This is an optimization exercise on Yosys and OpenROAD, whose aim is small area, not a production implementation.
Where RTL was checked, it was by simulation tests only, not by an equivalence proof against the original.
No driver is modelled on the clock port, so clocking that relies on it looks cheaper here than on a real chip.
Power and IR drop assume default switching activity.

==> garnet: inputs <==
## ws_frame_demux
module ws_frame_demux (
    input  wire        clk,
    input  wire        rst,
    input  wire        in_valid,
    input  wire [7:0]  in_data,
    input  wire        in_last,
    output wire        wr_valid,
    output wire [2:0]  wr_chan,
    output reg  [9:0]  wr_addr,
    output wire [23:0] wr_data,
    output wire        fr_valid,
    output wire [13:0] fr_len,
    output wire [12:0] fr_npairs,
    output wire        fr_term,
    output wire [13:0] fr_offset,
    output wire [11:0] fr_total,
    output wire [3:0]  fr_nchan
);
    localparam MESSAGE_SIZE = 9000;
    reg [13:0] bcnt;      
    reg        ended;     
    reg        term;      
    reg [12:0] hold;      
    reg [7:0]  r_q, g_q, b_q;   
    reg [1:0]  ph;        
    reg [11:0] q;         
    reg [11:0] len0, len1, len2, len3, len4, len5;
    reg        nz6;
    reg [2:0]  ch;        
    reg [1:0]  slot_hi;   
    reg        wv;
    wire take = in_valid && (ended || bcnt != MESSAGE_SIZE);
    wire pair = take && !ended && !term && bcnt[0];
    wire isff = (r_q == 8'hFF) || (in_data == 8'hFF);
    wire lpair = pair && !isff;
    wire tpair = pair && isff;
    wire [11:0] lval = (|in_data[7:4]) ? 12'hFFF : {in_data[3:0], r_q};
    wire lidx_ok = bcnt[13:4] == 10'd0;
    wire pix = take && !ended && term && ph == 2'd2;
    wire clr = rst || ended;
    wire [11:0] s1 = {slot_hi, wr_addr} + 12'd1;
    reg  [11:0] lsel;
    always @(*) begin
        case (ch)
            3'd0: lsel = len0;
            3'd1: lsel = len1;
            3'd2: lsel = len2;
            3'd3: lsel = len3;
            3'd4: lsel = len4;
            default: lsel = len5;
        endcase
    end
    wire       many = |hold[12:3];
    wire [6:0] vld;
    assign vld[0] = many || hold[2:0] > 3'd0;
    assign vld[1] = many || hold[2:0] > 3'd1;
    assign vld[2] = many || hold[2:0] > 3'd2;
    assign vld[3] = many || hold[2:0] > 3'd3;
    assign vld[4] = many || hold[2:0] > 3'd4;
  ...
==> module ws_frame_demux, before the edit <==
module ws_frame_demux (
    input  wire        clk,
    input  wire        rst,
    input  wire        in_valid,
    input  wire [7:0]  in_data,
    input  wire        in_last,
    output wire        wr_valid,
    output wire [2:0]  wr_chan,
    output reg  [9:0]  wr_addr,
    output wire [23:0] wr_data,
    output wire        fr_valid,
    output wire [13:0] fr_len,
    output wire [12:0] fr_npairs,
    output wire        fr_term,
    output wire [13:0] fr_offset,
    output wire [11:0] fr_total,
    output wire [3:0]  fr_nchan
);
    localparam MESSAGE_SIZE = 9000;
    reg [13:0] bcnt;      
    reg        ended;     
    reg        term;      
    reg [12:0] hold;      
    reg [7:0]  r_q, g_q, b_q;   
    reg [1:0]  ph;        
    reg [11:0] q;         
    reg [11:0] len0, len1, len2, len3, len4, len5;
    reg        nz6;
    reg [2:0]  ch;        
    reg [1:0]  slot_hi;   
    reg        wv;
    wire take = in_valid && (ended || bcnt != MESSAGE_SIZE);
    wire pair = take && !ended && !term && bcnt[0];
    wire isff = (r_q == 8'hFF) || (in_data == 8'hFF);
    wire lpair = pair && !isff;
    wire tpair = pair && isff;
    wire [11:0] lval = (|in_data[7:4]) ? 12'hFFF : {in_data[3:0], r_q};
    wire lidx_ok = bcnt[13:4] == 10'd0;
    wire pix = take && !ended && term && ph == 2'd2;
    wire clr = rst || ended;
    wire [11:0] s1 = {slot_hi, wr_addr} + 12'd1;
    reg  [11:0] lsel;
    always @(*) begin
        case (ch)
            3'd0: lsel = len0;
            3'd1: lsel = len1;
            3'd2: lsel = len2;
            3'd3: lsel = len3;
            3'd4: lsel = len4;
            default: lsel = len5;
        endcase
    end
    wire       many = |hold[12:3];
    wire [6:0] vld;
    assign vld[0] = many || hold[2:0] > 3'd0;
    assign vld[1] = many || hold[2:0] > 3'd1;
    assign vld[2] = many || hold[2:0] > 3'd2;
    assign vld[3] = many || hold[2:0] > 3'd3;
    assign vld[4] = many || hold[2:0] > 3'd4;
    assign vld[5] = many || hold[2:0] > 3'd5;
    assign vld[6] = many || hold[2:0] > 3'd6;
    wire [6:0] nz = {nz6, |len5, |len4, |len3, |len2, |len1, 1'b0};
    wire cur = (ch != 3'd0 || vld[0]) && ch <= 3'd5 && s1 != lsel;
    reg  [6:0] nxt;
    integer k;
    always @(*) begin
        for (k = 0; k < 7; k = k + 1)
            nxt[k] = (k > ch) && vld[k] && nz[k];
    end
    reg [2:0] nch;
    always @(*) begin
        nch = 3'd6;
        for (k = 5; k >= 1; k = k - 1)
            if (nxt[k]) nch = k[2:0];
    end
    reg capok;
    always @(*) begin
        case (ch)
            3'd0: capok = s1 < 12'd1024;
            3'd1: capok = s1 < 12'd600;
            3'd2: capok = s1 < 12'd300;
            3'd3: capok = s1 < 12'd150;
            3'd4: capok = s1 < 12'd60;
            default: capok = s1 < 12'd16;
        endcase
    end
    wire any = cur || (|nxt);
    always @(posedge clk) begin
        wv    <= !rst && pix && (cur ? capok : |nxt);
        ended <= !rst && in_valid && in_last;
        if (rst)
            bcnt <= 14'd0;
        else if (take)
            bcnt <= (ended ? 14'd0 : bcnt) + 14'd1;
        else if (ended)
            bcnt <= 14'd0;
        if (clr) begin
            term <= 1'b0;
            ph   <= 2'd0;
            q    <= 12'd0;
            ch   <= 3'd0;
            {slot_hi, wr_addr} <= 12'hFFF;
        end else begin
            if (tpair) begin
                term <= 1'b1;
                hold <= bcnt[13:1];
            end
            if (take && term) begin
                ph <= (ph == 2'd2) ? 2'd0 : ph + 2'd1;
                if (ph == 2'd2) q <= q + 12'd1;
            end
            if (pix && any) begin
                ch   <= cur ? ch : nch;
                {slot_hi, wr_addr} <= cur ? s1 : 12'd0;
            end
        end
        if (rst || (take && (!term || ended || ph == 2'd0))) r_q <= rst ? 8'd0 : in_data;
        if (rst || (take && !ended && term && ph == 2'd1)) g_q <= rst ? 8'd0 : in_data;
        b_q <= in_data;
        if (lpair && lidx_ok) begin
            case (bcnt[3:1])
                3'd0: len0 <= lval;
                3'd1: len1 <= lval;
                3'd2: len2 <= lval;
                3'd3: len3 <= lval;
                3'd4: len4 <= lval;
                3'd5: len5 <= lval;
                3'd6: nz6  <= |lval;
                default: ;
            endcase
        end
    end
    wire [12:0] np = term ? hold : bcnt[13:1];
    assign wr_valid  = wv;
    assign wr_chan   = ch;
    assign wr_data   = {r_q, g_q, b_q};
    assign fr_valid  = ended && |bcnt[13:2];
    assign fr_len    = bcnt;
    assign fr_npairs = np;
    assign fr_term   = term;
    assign fr_offset = {np + {12'd0, term}, 1'b0};
    assign fr_total  = q;
    assign fr_nchan  = (|np[12:3]) ? 4'd8 : {1'b0, np[2:0]};
endmodule
clock: 10.0 ns
lec_check: 0
cap_margin: 20
core_margin: 2
core_utilization: 40
gpl_timing_driven: 0
slew_margin: 20
standard.sh (not shown) runs the stock make flow with config.mk's settings and CLKGATE_MAP_FILE= SYNTH_SCRIPT=/design/flow/synth_recipe.tcl, a recipe that flattens the netlist after the stock synthesis.
==> flow/flow/run.sh <==
#!/bin/bash
# Layout flow: the standard ORFS flow with three changes
#  * synthesis is ORFS's own synthesis script, only with an area-oriented
#    ABC mapping script (flow/abc_area.script) in place of the speed one;
#  * port buffers are the smallest buffer cell (buf_1);
#  * clock tree synthesis options come from flow/cts.env.
# Every tool's output goes to a log file in this folder and ORFS's own logs.
set -euo pipefail
F=$(cd "$(dirname "${BASH_SOURCE[0]}")" && pwd)
W=$PWD
S=$W/mysynth
mkdir -p "$S"
# ORFS synthesis with the ABC script swapped; everything else unchanged
sed -e "s|set abc_script \$::env(SCRIPTS_DIR)/abc_speed.script|set abc_script $F/abc_area.script|" \
    "$FLOW_HOME/scripts/synth_preamble.tcl" > "$S/synth_preamble.tcl"
sed -e "s|source \$::env(SCRIPTS_DIR)/synth_preamble.tcl|source $S/synth_preamble.tcl|" \
    "$FLOW_HOME/scripts/synth.tcl" > "$S/synth.tcl"
sed -e "s|source \$::env(SCRIPTS_DIR)/synth.tcl|source $S/synth.tcl|" \
    synth_recipe.tcl > "$S/synth_recipe.tcl"
grep -q "$F/abc_area.script" "$S/synth_preamble.tcl"
grep -q "$S/synth_preamble.tcl" "$S/synth.tcl"
grep -q "$S/synth.tcl" "$S/synth_recipe.tcl"
source "$F/cts.env"
bash standard.sh SYNTH_SCRIPT="$S/synth_recipe.tcl" \
    BUFFER_PORTS_ARGS="-buffer_cell sky130_fd_sc_hd__buf_1" \
    CTS_ARGS="$CTS_ARGS" finish > standard.log 2>&1
==> flow/flow/abc_area.script <==
strash
dch -f
amap
strash
dch -f
amap
==> flow/flow/cts.env <==
CTS_ARGS="-sink_clustering_enable -repair_clock_nets -buf_list sky130_fd_sc_hd__clkbuf_8 -dont_use_dummy_load"
==> sierra (differences from garnet) <==
--- a/flow/design.v
+++ b/flow/design.v
@@ -31,3 +31,4 @@
     reg        wv;
-    wire take = in_valid && (ended || bcnt != MESSAGE_SIZE);
+    wire full = bcnt[13] && bcnt[9] && bcnt[8] && bcnt[5] && bcnt[3];
+    wire take = in_valid && (ended || !full);
     wire pair = take && !ended && !term && bcnt[0];
@@ -36,5 +37,6 @@
     wire tpair = pair && isff;
-    wire [11:0] lval = (|in_data[7:4]) ? 12'hFFF : {in_data[3:0], r_q};
+    wire        big  = |in_data[7:4];
+    wire [3:0]  lhi  = {in_data[3:2] | {2{big}}, in_data[1:0]};
     wire lidx_ok = bcnt[13:4] == 10'd0;
-    wire pix = take && !ended && term && ph == 2'd2;
+    wire pix = take && !ended && term && ph[1];
     wire clr = rst || ended;
@@ -62,3 +64,3 @@
     wire [6:0] nz = {nz6, |len5, |len4, |len3, |len2, |len1, 1'b0};
-    wire cur = (ch != 3'd0 || vld[0]) && ch <= 3'd5 && s1 != lsel;
+    wire cur = (ch != 3'd0 || vld[0]) && !(ch[2] && ch[1]) && s1 != lsel;
     reg  [6:0] nxt;
@@ -108,4 +110,4 @@
             if (take && term) begin
-                ph <= (ph == 2'd2) ? 2'd0 : ph + 2'd1;
-                if (ph == 2'd2) q <= q + 12'd1;
+                ph <= {ph[0], !ph[1] && !ph[0]};
+                if (ph[1]) q <= q + 12'd1;
             end
@@ -116,4 +118,4 @@
         end
-        if (rst || (take && (!term || ended || ph == 2'd0))) r_q <= rst ? 8'd0 : in_data;
-        if (rst || (take && !ended && term && ph == 2'd1)) g_q <= rst ? 8'd0 : in_data;
+        if (rst || (take && (!term || ended || !ph[1] && !ph[0]))) r_q <= rst ? 8'd0 : in_data;
+        if (rst || (take && !ended && term && ph[0])) g_q <= rst ? 8'd0 : in_data;
         b_q <= in_data;
@@ -121,9 +123,9 @@
             case (bcnt[3:1])
-                3'd0: len0 <= lval;
-                3'd1: len1 <= lval;
-                3'd2: len2 <= lval;
-                3'd3: len3 <= lval;
-                3'd4: len4 <= lval;
-                3'd5: len5 <= lval;
-                3'd6: nz6  <= |lval;
+                3'd0: len0 <= {lhi, r_q};
+                3'd1: len1 <= {lhi, r_q};
+                3'd2: len2 <= {lhi, r_q};
+                3'd3: len3 <= {lhi, r_q};
+                3'd4: len4 <= {lhi, r_q};
+                3'd5: len5 <= {lhi, r_q};
+                3'd6: nz6  <= |{lhi, r_q};
                 default: ;
--- a/flow/flow/run.sh
+++ b/flow/flow/run.sh
@@ -5,3 +5,4 @@
 #  * port buffers are the smallest buffer cell (buf_1);
-#  * clock tree synthesis options come from flow/cts.env.
+#  * clock tree synthesis options come from flow/cts.env, and flow/post_cts.tcl
+#    upsizes the leaf clock buffers that drive many flip-flops.
 # Every tool's output goes to a log file in this folder and ORFS's own logs.
@@ -25,2 +26,2 @@
     BUFFER_PORTS_ARGS="-buffer_cell sky130_fd_sc_hd__buf_1" \
-    CTS_ARGS="$CTS_ARGS" finish > standard.log 2>&1
+    CTS_ARGS="$CTS_ARGS" POST_CTS_TCL="$F/post_cts.tcl" finish > standard.log 2>&1
==> flow/flow/cts.env (replaced) <==
CTS_ARGS="-sink_clustering_enable -repair_clock_nets -buf_list sky130_fd_sc_hd__clkbuf_4 -root_buf sky130_fd_sc_hd__clkbuf_8 -dont_use_dummy_load"
==> flow/flow/post_cts.tcl (new file) <==
# Sourced by ORFS's cts.tcl after clock tree synthesis (POST_CTS_TCL).
# The tree is built from small clock buffers; a leaf buffer that drives
# many flip-flops is swapped for the next size up, so every flip-flop
# clock pin keeps a sharp edge.
set big_fanout 12
set swapped 0
foreach inst [[ord::get_db_block] getInsts] {
  if {[[$inst getMaster] getName] ne "sky130_fd_sc_hd__clkbuf_4"} { continue }
  foreach it [$inst getITerms] {
    if {[$it getIoType] ne "OUTPUT"} { continue }
    set net [$it getNet]
    if {$net eq "NULL"} { continue }
    set fanout [expr {[llength [$net getITerms]] - 1}]
    if {$fanout >= $big_fanout} {
      puts "post_cts: [$inst getName] drives $fanout pins, using clkbuf_8"
      replace_cell [get_cells [$inst getName]] sky130_fd_sc_hd__clkbuf_8
      incr swapped
    }
  }
}
puts "post_cts: swapped $swapped clock buffers"
if {$swapped > 0} {
  detailed_placement
  check_placement -verbose
  estimate_parasitics -placement
}
CORE_UTILIZATION = 70   (was 40)
==> raven (differences from garnet) <==
--- a/flow/design.v
+++ b/flow/design.v
@@ -31,3 +31,4 @@
     reg        wv;
-    wire take = in_valid && (ended || bcnt != MESSAGE_SIZE);
+    wire full = bcnt[13] && bcnt[9] && bcnt[8] && bcnt[5] && bcnt[3];
+    wire take = in_valid && (ended || !full);
     wire pair = take && !ended && !term && bcnt[0];
@@ -36,5 +37,6 @@
     wire tpair = pair && isff;
-    wire [11:0] lval = (|in_data[7:4]) ? 12'hFFF : {in_data[3:0], r_q};
+    wire        big  = |in_data[7:4];
+    wire [11:0] lval = {in_data[3:2] | {2{big}}, in_data[1:0], r_q};
     wire lidx_ok = bcnt[13:4] == 10'd0;
-    wire pix = take && !ended && term && ph == 2'd2;
+    wire pix = take && !ended && term && ph[1];
     wire clr = rst || ended;
@@ -62,3 +64,3 @@
     wire [6:0] nz = {nz6, |len5, |len4, |len3, |len2, |len1, 1'b0};
-    wire cur = (ch != 3'd0 || vld[0]) && ch <= 3'd5 && s1 != lsel;
+    wire cur = (ch != 3'd0 || vld[0]) && !(ch[2] && ch[1]) && s1 != lsel;
     reg  [6:0] nxt;
@@ -108,4 +110,4 @@
             if (take && term) begin
-                ph <= (ph == 2'd2) ? 2'd0 : ph + 2'd1;
-                if (ph == 2'd2) q <= q + 12'd1;
+                ph <= {ph[0], !ph[1] && !ph[0]};
+                if (ph[1]) q <= q + 12'd1;
             end
@@ -116,4 +118,4 @@
         end
-        if (rst || (take && (!term || ended || ph == 2'd0))) r_q <= rst ? 8'd0 : in_data;
-        if (rst || (take && !ended && term && ph == 2'd1)) g_q <= rst ? 8'd0 : in_data;
+        if (rst || (take && (!term || ended || !ph[1] && !ph[0]))) r_q <= rst ? 8'd0 : in_data;
+        if (rst || (take && !ended && term && ph[0])) g_q <= rst ? 8'd0 : in_data;
         b_q <= in_data;
--- a/flow/flow/run.sh
+++ b/flow/flow/run.sh
@@ -5,3 +5,4 @@
 #  * port buffers are the smallest buffer cell (buf_1);
-#  * clock tree synthesis options come from flow/cts.env.
+#  * clock tree synthesis options come from flow/cts.env, and flow/post_cts.tcl
+#    upsizes the leaf clock buffers that drive many flip-flops.
 # Every tool's output goes to a log file in this folder and ORFS's own logs.
@@ -25,2 +26,2 @@
     BUFFER_PORTS_ARGS="-buffer_cell sky130_fd_sc_hd__buf_1" \
-    CTS_ARGS="$CTS_ARGS" finish > standard.log 2>&1
+    CTS_ARGS="$CTS_ARGS" POST_CTS_TCL="$F/post_cts.tcl" finish > standard.log 2>&1
==> flow/flow/cts.env (replaced) <==
CTS_ARGS="-sink_clustering_enable -repair_clock_nets -buf_list sky130_fd_sc_hd__clkbuf_4 -root_buf sky130_fd_sc_hd__clkbuf_8 -dont_use_dummy_load"
==> flow/flow/post_cts.tcl (new file) <==
# Sourced by ORFS's cts.tcl after clock tree synthesis (POST_CTS_TCL).
# The tree is built from small clock buffers; a leaf buffer that drives
# many flip-flops is swapped for the next size up, so every flip-flop
# clock pin keeps a sharp edge.
set big_fanout 12
set swapped 0
foreach inst [[ord::get_db_block] getInsts] {
  if {[[$inst getMaster] getName] ne "sky130_fd_sc_hd__clkbuf_4"} { continue }
  foreach it [$inst getITerms] {
    if {[$it getIoType] ne "OUTPUT"} { continue }
    set net [$it getNet]
    if {$net eq "NULL"} { continue }
    set fanout [expr {[llength [$net getITerms]] - 1}]
    if {$fanout >= $big_fanout} {
      puts "post_cts: [$inst getName] drives $fanout pins, using clkbuf_8"
      replace_cell [get_cells [$inst getName]] sky130_fd_sc_hd__clkbuf_8
      incr swapped
    }
  }
}
puts "post_cts: swapped $swapped clock buffers"
if {$swapped > 0} {
  detailed_placement
  check_placement -verbose
  estimate_parasitics -placement
}
CAP_MARGIN = 0   (was 20)
GPL_TIMING_DRIVEN = not set   (was 0)
SLEW_MARGIN = 0   (was 20)
==> violet (differences from garnet) <==
--- a/flow/design.v
+++ b/flow/design.v
@@ -8,3 +8,3 @@
     output wire [2:0]  wr_chan,
-    output reg  [9:0]  wr_addr,
+    output wire [9:0]  wr_addr,
     output wire [23:0] wr_data,
@@ -29,3 +29,3 @@
     reg [2:0]  ch;        
-    reg [1:0]  slot_hi;   
+    reg [11:0] slot;      
     reg        wv;
@@ -40,3 +40,3 @@
     wire clr = rst || ended;
-    wire [11:0] s1 = {slot_hi, wr_addr} + 12'd1;
+    wire [11:0] s1 = slot + 12'd1;
     reg  [11:0] lsel;
@@ -101,3 +101,3 @@
             ch   <= 3'd0;
-            {slot_hi, wr_addr} <= 12'hFFF;
+            slot <= 12'hFFF;
         end else begin
@@ -113,3 +113,3 @@
                 ch   <= cur ? ch : nch;
-                {slot_hi, wr_addr} <= cur ? s1 : 12'd0;
+                slot <= cur ? s1 : 12'd0;
             end
@@ -118,3 +118,3 @@
         if (rst || (take && !ended && term && ph == 2'd1)) g_q <= rst ? 8'd0 : in_data;
-        b_q <= in_data;
+        if (rst || pix) b_q <= rst ? 8'd0 : in_data;
         if (lpair && lidx_ok) begin
@@ -135,2 +135,3 @@
     assign wr_chan   = ch;
+    assign wr_addr   = slot[9:0];
     assign wr_data   = {r_q, g_q, b_q};
GPL_TIMING_DRIVEN = not set   (was 0)
==> comparison table <==
Result of the run: violet complete, no violations; raven complete, no violations; sierra complete, no violations; garnet complete, no violations
Synth cell types: violet 38; raven 40; sierra 40; garnet 41
Met1 routing resource usage after global routing: violet 27.6%; raven 26.9%; sierra 43.5%; garnet 28.5%
Met1 wire length: violet 8190 µm; raven 7910 µm; sierra 6320 µm; garnet 8160 µm
Vias in the first global route: violet 5,306; raven 5,115; sierra 5,248; garnet 5,205
Average instance area after synthesis: violet 10.6 µm²; raven 10.6 µm²; sierra 10.7 µm²; garnet 10.4 µm²
Worst Max-Slew Pin Slew: violet 1050 ps; raven 1010 ps; sierra 1090 ps; garnet 1030 ps
Maximum cell stage delay along the critical path: violet 670 ps; raven 650 ps; sierra 680 ps; garnet 640 ps
Total core area: violet 0.0167 mm²; raven 0.0165 mm²; sierra 0.00924 mm²; garnet 0.0165 mm²
Clk cell area share: violet 3.00%; raven 2.01%; sierra 2.12%; garnet 3.02%
Non-filler instance count after layout: violet 993; raven 984; sierra 887; garnet 998
Per-cell via count in the routed design: violet 5.57; raven 5.54; sierra 6.37; garnet 5.53
Gp weighted congestion: violet 0.899; raven 0.907; sierra 0.972; garnet 0.876
Layout Area Growth over Synthesis: violet 13.2%; raven 13.3%; sierra 12.7%; garnet 15.0%
Die boundary height: violet 135 µm; raven 134 µm; sierra 102 µm; garnet 134 µm
Number of cells after detailed placement: violet 975; raven 967; sierra 870; garnet 980
Post-synthesis cell area: violet 0.00689 mm²; raven 0.00672 mm²; sierra 0.00666 mm²; garnet 0.00675 mm²
Number of placement rows: violet 47; raven 47; sierra 35; garnet 47
Power consumed by combinational cells: violet 0.0000410 W; raven 0.0000385 W; sierra 0.0000373 W; garnet 0.0000396 W
Area fraction in compound gates after synthesis: violet 15.7%; raven 16.1%; sierra 16.3%; garnet 16.6%
Final-stage net count: violet 791; raven 782; sierra 776; garnet 796
Clock distribution power: violet 0.000345 W; raven 0.000280 W; sierra 0.000285 W; garnet 0.000340 W
Switching Share: violet 21.2%; raven 21.6%; sierra 21.6%; garnet 20.9%
No functional check of the RTL was part of garnet and raven.

## static timing again, ports no longer ideal
The flow's constraints put no driver on any port. The routed layouts listed below were extracted and timed again, unchanged, in two steps. Step 1, drivers: a clkbuf_16 drives clk and a buf_2 each remaining input, both assumed. Step 2 also shifts input and output timing later by t, the mid clock arrival at the registers, as if the neighbouring blocks saw the same clock. a / b / c = ideal / step 1 / step 2; a / b = the first two.
run	t, ns	setup slack, ns	latest minus earliest clock arrival (ns)	worst data-port slew with drivers (ns)	cell pins on the clock port's net
garnet	0.467	3.556 / 3.519 / 3.986	0.042 / 0.042	0.03	1
sierra	0.451	3.532 / 3.494 / 3.945	0.038 / 0.039	0.03	1
raven	0.451	3.783 / 3.747 / 4.197	0.038 / 0.037	0.03	1
violet	0.484	4.299 / 4.261 / 4.745	0.040 / 0.040	0.04	1
After both steps setup and hold are still met in every run listed.
